From an optimization exercise on the open Yosys and OpenROAD flow, aimed at small area, a short achievable clock period and few clock cycles; shortcuts taken in it are not production practice. Where RTL was checked, it was by simulation tests only, not by an equivalence proof against the original. Power figures rest on the tool's default switching activity, not on a simulated workload.

==> branch indigo <==
==> flow/design.v <==
module ice_rx (
    input  wire        clk,
    input  wire        rst,
    input  wire        in_valid,
    input  wire [7:0]  in_data,
    output wire        in_ready,
    output reg         bit_valid,
    output reg         bit_data,
    output wire        pay_valid,
    output wire [7:0]  pay_data,
    output reg         res_valid,
    output wire [1:0]  res_tag,
    output wire [3:0]  res_code,
    output wire [16:0] res_count,
    output wire [7:0]  res_f0,
    output wire [7:0]  res_f1,
    output wire [7:0]  res_f2,
    output wire [7:0]  res_f3,
    output wire [7:0]  res_f4,
    output wire [7:0]  res_decl
);
    localparam [1:0] TAG_UNREC = 2'd0, TAG_GOC = 2'd1, TAG_EIN = 2'd2, TAG_MBUS = 2'd3;
    localparam [1:0] P_IDLE = 2'd0, P_LEN_HI = 2'd1, P_LEN_LO = 2'd2, P_BODY = 2'd3;
    function [15:0] crc16_byte;
        input [15:0] c;
        input [7:0]  b;
        integer i;
        reg [15:0] x;
        begin
            x = c ^ {b, 8'h00};
            for (i = 0; i < 8; i = i + 1)
                x = x[15] ? ({x[14:0], 1'b0} ^ 16'h1021) : {x[14:0], 1'b0};
            crc16_byte = x;
        end
    endfunction
    assign in_ready = 1'b1;
    reg        v_q;
    reg [7:0]  d_q;
    reg        ws_q, wl_q, wst_q, wsp_q;    
    reg        z_q;                         
    reg        g1_q;                        
    reg [1:0]  phase;
    reg [1:0]  chan;
    reg [15:0] r;            
    reg [16:0] c;            
    reg [7:0]  hdr0, hdr1, hdr2, hdr3, hdr4, decl;
    reg [15:0] ck;           
    reg [3:0]  code;         
    reg        last;         
    reg        pv;           
    reg        ng;           
    reg        eok;          
    reg        fst;          
    reg        hz;           
    reg        done;         
    assign res_tag   = chan;
    assign res_code  = code;
    assign res_count = c;
    assign res_f0    = hdr0;
    assign res_f1    = hdr1;
    assign res_f2    = hdr2;
    assign res_f3    = hdr3;
    assign res_f4    = hdr4;
    assign res_decl  = decl;
    assign pay_data  = d_q;
    wire is_goc  = (chan == TAG_GOC);
    wire is_ein  = (chan == TAG_EIN);
    wire is_mbus = (chan == TAG_MBUS);
    wire r_hi0   = (r[15:2] == 14'd0);
    wire r_is2   = r_hi0 & (r[1:0] == 2'd2);
    wire u       = &c[16:3];
    wire [2:0] cl = c[2:0];
    assign pay_valid = v_q & pv;
    wire pv_n = (is_ein  & ~r_is2 & (~c[16] | (u & cl == 3'd7))) |
                (is_mbus & ~r_hi0 & (~c[16] | (u & cl[2:1] == 2'b11)));
    wire [7:0] b = d_q;
    wire w_s  = hz & ws_q;
    wire w_l  = hz & wl_q;
    wire w_st = hz & wst_q;
    wire w_sp = hz & wsp_q;
    wire k_odd = c[0];
    wire      err = code[3] | code[2];
    reg       ev_err;
    reg [3:0] ev_code;
    reg       ev_bit;
    reg       ev_stop;
    always @(*) begin
        ev_err  = 1'b0;
        ev_code = 4'd0;
        ev_bit  = 1'b0;
        ev_stop = 1'b0;
        if (!eok) begin
            ev_err = 1'b1; ev_code = 4'd4;
        end else if (done) begin
            ev_err = 1'b1; ev_code = 4'd5;
        end else if (k_odd) begin
            if (!w_s) begin ev_err = 1'b1; ev_code = 4'd6; end
        end else if (!(w_s | w_l | w_st | w_sp)) begin
            ev_err = 1'b1; ev_code = 4'd6;
        end else if (fst) begin
            if (!w_st) begin ev_err = 1'b1; ev_code = 4'd8; end
        end else if (w_s | w_l) begin
            ev_bit = 1'b1;
        end else if (w_sp) begin
            ev_stop = 1'b1;
        end else begin
            ev_err = 1'b1; ev_code = 4'd8;
        end
    end
    wire        edge_byte = (r[1:0] == 2'd0);
    wire        word_end  = (r[1:0] == 2'd1);
    wire        n_ng      = ng | (edge_byte & g1_q);
    wire        n_err     = err | (word_end & ev_err);
    wire        n_done    = done | (word_end & ev_stop);
    wire [16:0] c_inc    = c + 17'd1;
    wire [16:0] l_p3     = {1'b0, hdr2, hdr1} + 17'd3;
    wire [12:0] nbits    = c[13:1] - 13'd1;
    wire        len_diff = (c[16:8] != 9'd0) | (c[7:0] != decl);
    wire [7:0]  sum_n    = ck[15:8] + b;
    wire [15:0] crc_n    = crc16_byte(ck, b);
    wire        ck_bad   = (b != ck[15:8]) | (ck[7:0] != 8'd0);
    wire [15:0] len      = {r[15:8], b};
    wire        short_e  = (len[15:2] == 14'd0);
    wire        short_m  = (len[15:3] == 13'd0);
    always @(posedge clk) begin
        v_q   <= in_valid & ~rst;
        d_q   <= in_data;
        ws_q  <= (in_data >= 8'd6)  & (in_data <= 8'd14);
        wl_q  <= (in_data >= 8'd26) & (in_data <= 8'd34);
        wst_q <= (in_data >= 8'd56) & (in_data <= 8'd64);
        wsp_q <= (in_data >= 8'd86) & (in_data <= 8'd94);
        z_q   <= (in_data == 8'd0);
        g1_q  <= (in_data[7:1] != 7'd0);
    end
    always @(posedge clk) begin
        if (rst) begin
            phase     <= P_IDLE;
            pv        <= 1'b0;
            res_valid <= 1'b0;
            bit_valid <= 1'b0;
        end else begin
            res_valid <= 1'b0;
            bit_valid <= 1'b0;
            if (v_q) begin
                case (phase)
                P_IDLE: begin
                    hdr0 <= b;
                    if (b == 8'h47 || b == 8'h45 || b == 8'h4D) begin
                        chan  <= (b == 8'h47) ? TAG_GOC : (b == 8'h45) ? TAG_EIN : TAG_MBUS;
                        phase <= P_LEN_HI;
                    end else begin
                        chan      <= TAG_UNREC;
                        code      <= 4'd0;
                        c         <= 17'd1;
                        res_valid <= 1'b1;
                    end
                end
                P_LEN_HI: begin
                    r[15:8] <= b;
                    hdr2    <= b;
                    pv      <= 1'b0;
                    phase   <= P_LEN_LO;
                end
                P_LEN_LO: begin
                    r[7:0] <= b;
                    hdr1   <= b;
                    last   <= (len == 16'd1);
                    code   <= 4'd0;
                    done   <= 1'b0;
                    ck     <= is_ein ? 16'h0000 : 16'hFFFF;
                    case (chan)
                    TAG_GOC:  begin ng <= (b[1:0] != 2'd0); c <= 17'd0; end
                    TAG_EIN:  begin ng <= short_e; c <= short_e ? 17'd1 : 17'h1FFFD; end
                    default:  begin ng <= short_m; c <= short_m ? 17'd1 : 17'h1FFF9; end
                    endcase
                    if (len == 16'd0) begin
                        phase     <= P_IDLE;
                        res_valid <= 1'b1;
                        c         <= 17'd0;
                        code      <= is_goc ? 4'd9 : 4'd1;
                    end else begin
                        phase <= P_BODY;
                    end
                end
                default: begin  
                    r    <= r - 16'd1;
                    last <= r_is2;
                    pv   <= pv_n & ~last;
                    ck   <= is_ein ? {sum_n, ck[7:0]} : crc_n;
                    if (!is_goc && !last) c <= c_inc;
                    if (u) begin
                        if (is_ein) begin
                            if (cl == 3'd5) hdr0 <= b;
                            if (cl == 3'd6) hdr1 <= b;
                            if (cl == 3'd7) decl <= b;
                        end else begin
                            if (cl == 3'd1) hdr0 <= b;
                            if (cl == 3'd2) hdr1 <= b;
                            if (cl == 3'd3) hdr2 <= b;
                            if (cl == 3'd4) hdr3 <= b;
                            if (cl == 3'd5) hdr4 <= b;
                            if (cl == 3'd6) decl <= b;
                        end
                    end
                    if (is_goc) begin
                        ng <= n_ng;
                        if (edge_byte) begin
                            eok <= b[0] ^ c[0];
                            fst <= (c[13:0] == 14'd0);
                        end
                        if (r[1:0] == 2'd3) hz <= z_q;
                        if (r[1:0] == 2'd2) hz <= hz & z_q;
                        if (word_end) begin
                            if (!err) code <= ev_code;
                            done <= n_done;
                            if (!n_err) c <= c_inc;
                            if (!err && ev_bit) begin
                                bit_valid <= 1'b1;
                                bit_data  <= w_l;
                            end
                        end
                    end
                    if (last) begin
                        phase     <= P_IDLE;
                        res_valid <= 1'b1;
                        case (chan)
                        TAG_GOC: begin
                            if (n_ng) begin
                                chan <= TAG_UNREC;
                                c    <= l_p3;
                                code <= 4'd0;
                            end else if (n_err) begin
                            end else if (!n_done) begin
                                code <= 4'd9;
                            end else begin
                                c    <= {4'd0, nbits};
                            end
                        end
                        TAG_EIN: begin
                            code <= 4'd0;
                            if (ng)            code <= 4'd1;
                            else if (len_diff) code <= 4'd2;
                            else if (ck_bad)   code <= 4'd3;
                        end
                        default: begin
                            code <= 4'd0;
                            if (ng)            code <= 4'd1;
                            else if (len_diff) code <= 4'd2;
                            else if (ck_bad)   code <= 4'd3;
                        end
                        endcase
                    end
                end
                endcase
            end
        end
    end
endmodule
==> flow/flow/run.sh <==
#!/bin/bash
set -euo pipefail
bash standard.sh \
  "BUFFER_PORTS_ARGS=-buffer_cell sky130_fd_sc_hd__buf_2" \
  "MATCH_CELL_FOOTPRINT=0" \
  "CTS_ARGS=-sink_clustering_enable -repair_clock_nets -dont_use_dummy_load" \
  finish > standard.log 2>&1
==> flow/standard.sh <==
#!/bin/bash
# synth_recipe.tcl (not shown) runs the flow's synth.tcl, then flattens the netlist and writes it again
# the make line also repeats each setting of config.mk as NAME=value (left out here)
make -C /OpenROAD-flow-scripts/flow DESIGN_CONFIG=/design/flow/config.mk WORK_HOME=/design/flow/orfs CLKGATE_MAP_FILE= SYNTH_SCRIPT=/design/flow/synth_recipe.tcl "${@:-finish}"
==> flow/config.mk <==
export PLATFORM = sky130hd
export DESIGN_NAME = ice_rx
export DESIGN_NICKNAME = ice_rx
export VERILOG_FILES = /design/flow/design.v
export SDC_FILE = /design/flow/constraint.sdc
export NUM_CORES = 4
export LEC_CHECK = 0
export CAP_MARGIN = 20
export CORE_MARGIN = 2
export CORE_UTILIZATION = 40
export PLACE_DENSITY = 0.6
export SETUP_SLACK_MARGIN = 4.3
export SLEW_MARGIN = 20
==> flow/constraint.sdc <==
create_clock -name core_clock -period 6.5 [get_ports {clk}]
set_input_delay 1.3000 -clock core_clock [delete_from_list [all_inputs] [get_ports {clk}]]
set_output_delay 1.3000 -clock core_clock [all_outputs]
set_load 0.01 [all_outputs]
==> branch yarrow: changes against branch indigo <==
--- a/flow/design.v
+++ b/flow/design.v
@@ -37,8 +37,6 @@
     reg        v_q;
     reg [7:0]  d_q;
     reg        ws_q, wl_q, wst_q, wsp_q;    
-    reg        z_q;                         
-    reg        g1_q;                        
     reg [1:0]  phase;
     reg [1:0]  chan;
     reg [15:0] r;            
@@ -109,11 +107,12 @@
     end
     wire        edge_byte = (r[1:0] == 2'd0);
     wire        word_end  = (r[1:0] == 2'd1);
-    wire        n_ng      = ng | (edge_byte & g1_q);
+    wire        z_q       = (b == 8'd0);
+    wire        n_ng      = ng | (edge_byte & (b[7:1] != 7'd0));
     wire        n_err     = err | (word_end & ev_err);
     wire        n_done    = done | (word_end & ev_stop);
     wire [16:0] c_inc    = c + 17'd1;
-    wire [16:0] l_p3     = {1'b0, hdr2, hdr1} + 17'd3;
+    wire [16:0] l_p3     = {1'b0, hdr2, hdr1[7:2], 2'b11};    
     wire [12:0] nbits    = c[13:1] - 13'd1;
     wire        len_diff = (c[16:8] != 9'd0) | (c[7:0] != decl);
     wire [7:0]  sum_n    = ck[15:8] + b;
@@ -129,8 +128,6 @@
         wl_q  <= (in_data >= 8'd26) & (in_data <= 8'd34);
         wst_q <= (in_data >= 8'd56) & (in_data <= 8'd64);
         wsp_q <= (in_data >= 8'd86) & (in_data <= 8'd94);
-        z_q   <= (in_data == 8'd0);
-        g1_q  <= (in_data[7:1] != 7'd0);
     end
     always @(posedge clk) begin
         if (rst) begin
@@ -169,7 +166,7 @@
                     done   <= 1'b0;
                     ck     <= is_ein ? 16'h0000 : 16'hFFFF;
                     case (chan)
-                    TAG_GOC:  begin ng <= (b[1:0] != 2'd0); c <= 17'd0; end
+                    TAG_GOC:  begin ng <= (b[1:0] != 2'd0); c <= (b[1:0] != 2'd0) ? 17'd4 : 17'd0; end
                     TAG_EIN:  begin ng <= short_e; c <= short_e ? 17'd1 : 17'h1FFFD; end
                     default:  begin ng <= short_m; c <= short_m ? 17'd1 : 17'h1FFF9; end
                     endcase
@@ -187,7 +184,7 @@
                     last <= r_is2;
                     pv   <= pv_n & ~last;
                     ck   <= is_ein ? {sum_n, ck[7:0]} : crc_n;
-                    if (!is_goc && !last) c <= c_inc;
+                    if ((!is_goc || ng) && !last) c <= c_inc;
                     if (u) begin
                         if (is_ein) begin
                             if (cl == 3'd5) hdr0 <= b;
@@ -227,7 +224,7 @@
                         TAG_GOC: begin
                             if (n_ng) begin
                                 chan <= TAG_UNREC;
-                                c    <= l_p3;
+                                c    <= (hdr1[1:0] != 2'd0) ? c : l_p3;
                                 code <= 4'd0;
                             end else if (n_err) begin
                             end else if (!n_done) begin
@@ -236,12 +233,6 @@
                                 c    <= {4'd0, nbits};
                             end
                         end
-                        TAG_EIN: begin
-                            code <= 4'd0;
-                            if (ng)            code <= 4'd1;
-                            else if (len_diff) code <= 4'd2;
-                            else if (ck_bad)   code <= 4'd3;
-                        end
                         default: begin
                             code <= 4'd0;
                             if (ng)            code <= 4'd1;
==> flow/flow/run.sh (replaced) <==
#!/bin/bash
set -euo pipefail
bash standard.sh \
  "BUFFER_PORTS_ARGS=-buffer_cell sky130_fd_sc_hd__buf_1" \
  "MATCH_CELL_FOOTPRINT=0" \
  "CTS_ARGS=-sink_clustering_enable -repair_clock_nets -dont_use_dummy_load -sink_clustering_size 30 -sink_clustering_max_diameter 60 -buf_list sky130_fd_sc_hd__clkbuf_8" \
  finish > standard.log 2>&1
==> flow/config.mk (replaced) <==
export PLATFORM = sky130hd
export DESIGN_NAME = ice_rx
export DESIGN_NICKNAME = ice_rx
export VERILOG_FILES = /design/flow/design.v
export SDC_FILE = /design/flow/constraint.sdc
export NUM_CORES = 4
export LEC_CHECK = 0
export ABC_AREA = 1
export CAP_MARGIN = 20
export CORE_MARGIN = 2
export CORE_UTILIZATION = 60
export PLACE_DENSITY = 0.7
export SETUP_SLACK_MARGIN = 4.0
export SLEW_MARGIN = 20
==> Implementation_results.wiki <==
{| class="wikitable"
! Metric !! Value
|-
| Die extent in y || 142.2 um
|-
| Switching component of the power || roughly 410 uW
|-
| Global-route track usage on met1 || 31.33%
|-
| Post-placement worst setup slack || 3549 ps
|-
| Proportion of layout cells with a drive suffix above 1 || 44.03%
|-
| Delay of the slowest cell on the worst path || 500 ps
|-
| Layout filler cell count || 1,498
|-
| Commonest non-fill, non-tap cell in the layout || buf_4
|-
| Min cycle time layout || 2398 ps
|-
| Insertion delay of the later-clocked pin in the worst-skew pair || 430 ps
|-
| Repair and plain buffers || 260
|-
| Via/cell ratio || 5.962
|-
| Outcome || complete, no violations
|-
| Starting Density || 40.82%
|-
| Sequential cell area fraction in the yosys report || about half
|-
| Wire length on met3 || 1827 um
|-
| HPWL after detailed placement || approximately 16,000 um
|}
the above is filed under branch indigo

==> Implementation_results.wiki <==
{| class="wikitable"
! Metric !! Value
|-
| Via/cell ratio || 5.754
|-
| Sequential cell area fraction in the yosys report || 48.10%
|-
| Switching component of the power || 345.9 uW
|-
| Starting Density || 60.85%
|-
| Fmax || 397.8 MHz
|-
| Total I/O pin count || 95
|-
| Post-placement worst setup slack || between 3000 and 4000 ps
|-
| Proportion of layout cells with a drive suffix above 1 || 11.14%
|-
| Repair and plain buffers || 118
|-
| Commonest non-fill, non-tap cell in the layout || nand2_1
|-
| Global-route track usage on met1 || 44.10%
|-
| Average wire per standard cell || between 15 and 20 um
|-
| Die extent in y || 116.7 um
|-
| Outcome || complete, no violations
|-
| Worst-Margin Slew || 768.4 ps
|-
| Delay of the slowest cell on the worst path || 420 ps
|-
| Synthesized net count || approximately 920
|-
| Root Buffer || clkbuf_8
|-
| Number of instances in the placed design || 1,119
|-
| Insertion delay of the later-clocked pin in the worst-skew pair || around 480 ps
|}
the above is filed under branch yarrow

Testbench counts of branch indigo, summed over its fixed seeds: cycles 66,736.
The RTL of branch yarrow was laid out without a check of its function.

==> static timing again, ports no longer ideal <==
How much do the figures lean on ideal ports? The routed layouts below were timed once more, with nothing changed but the port constraints.
Step 1, drivers: a clkbuf_16 drives clk and a buf_2 each remaining input, both assumed.
Step 2 also shifts input and output timing later by t, the mid clock arrival at the registers, as if the neighbouring blocks saw the same clock.
Slacks: ideal / step 1 / step 2; pairs: ideal / step 1.
run | shift t [ns] | setup slack, ns | worst register clock-pin slew, ns
branch indigo | 0.463 | 4.102 / 4.056 / 3.834 | 0.06 / 0.06
branch yarrow | 0.495 | 3.986 / 3.999 / 3.507 | 0.09 / 0.09
After both steps every run listed still meets setup and hold. For branch yarrow, which loses most, drivers alone change the setup slack by +0.013 ns; drivers and shift together by -0.479 ns.
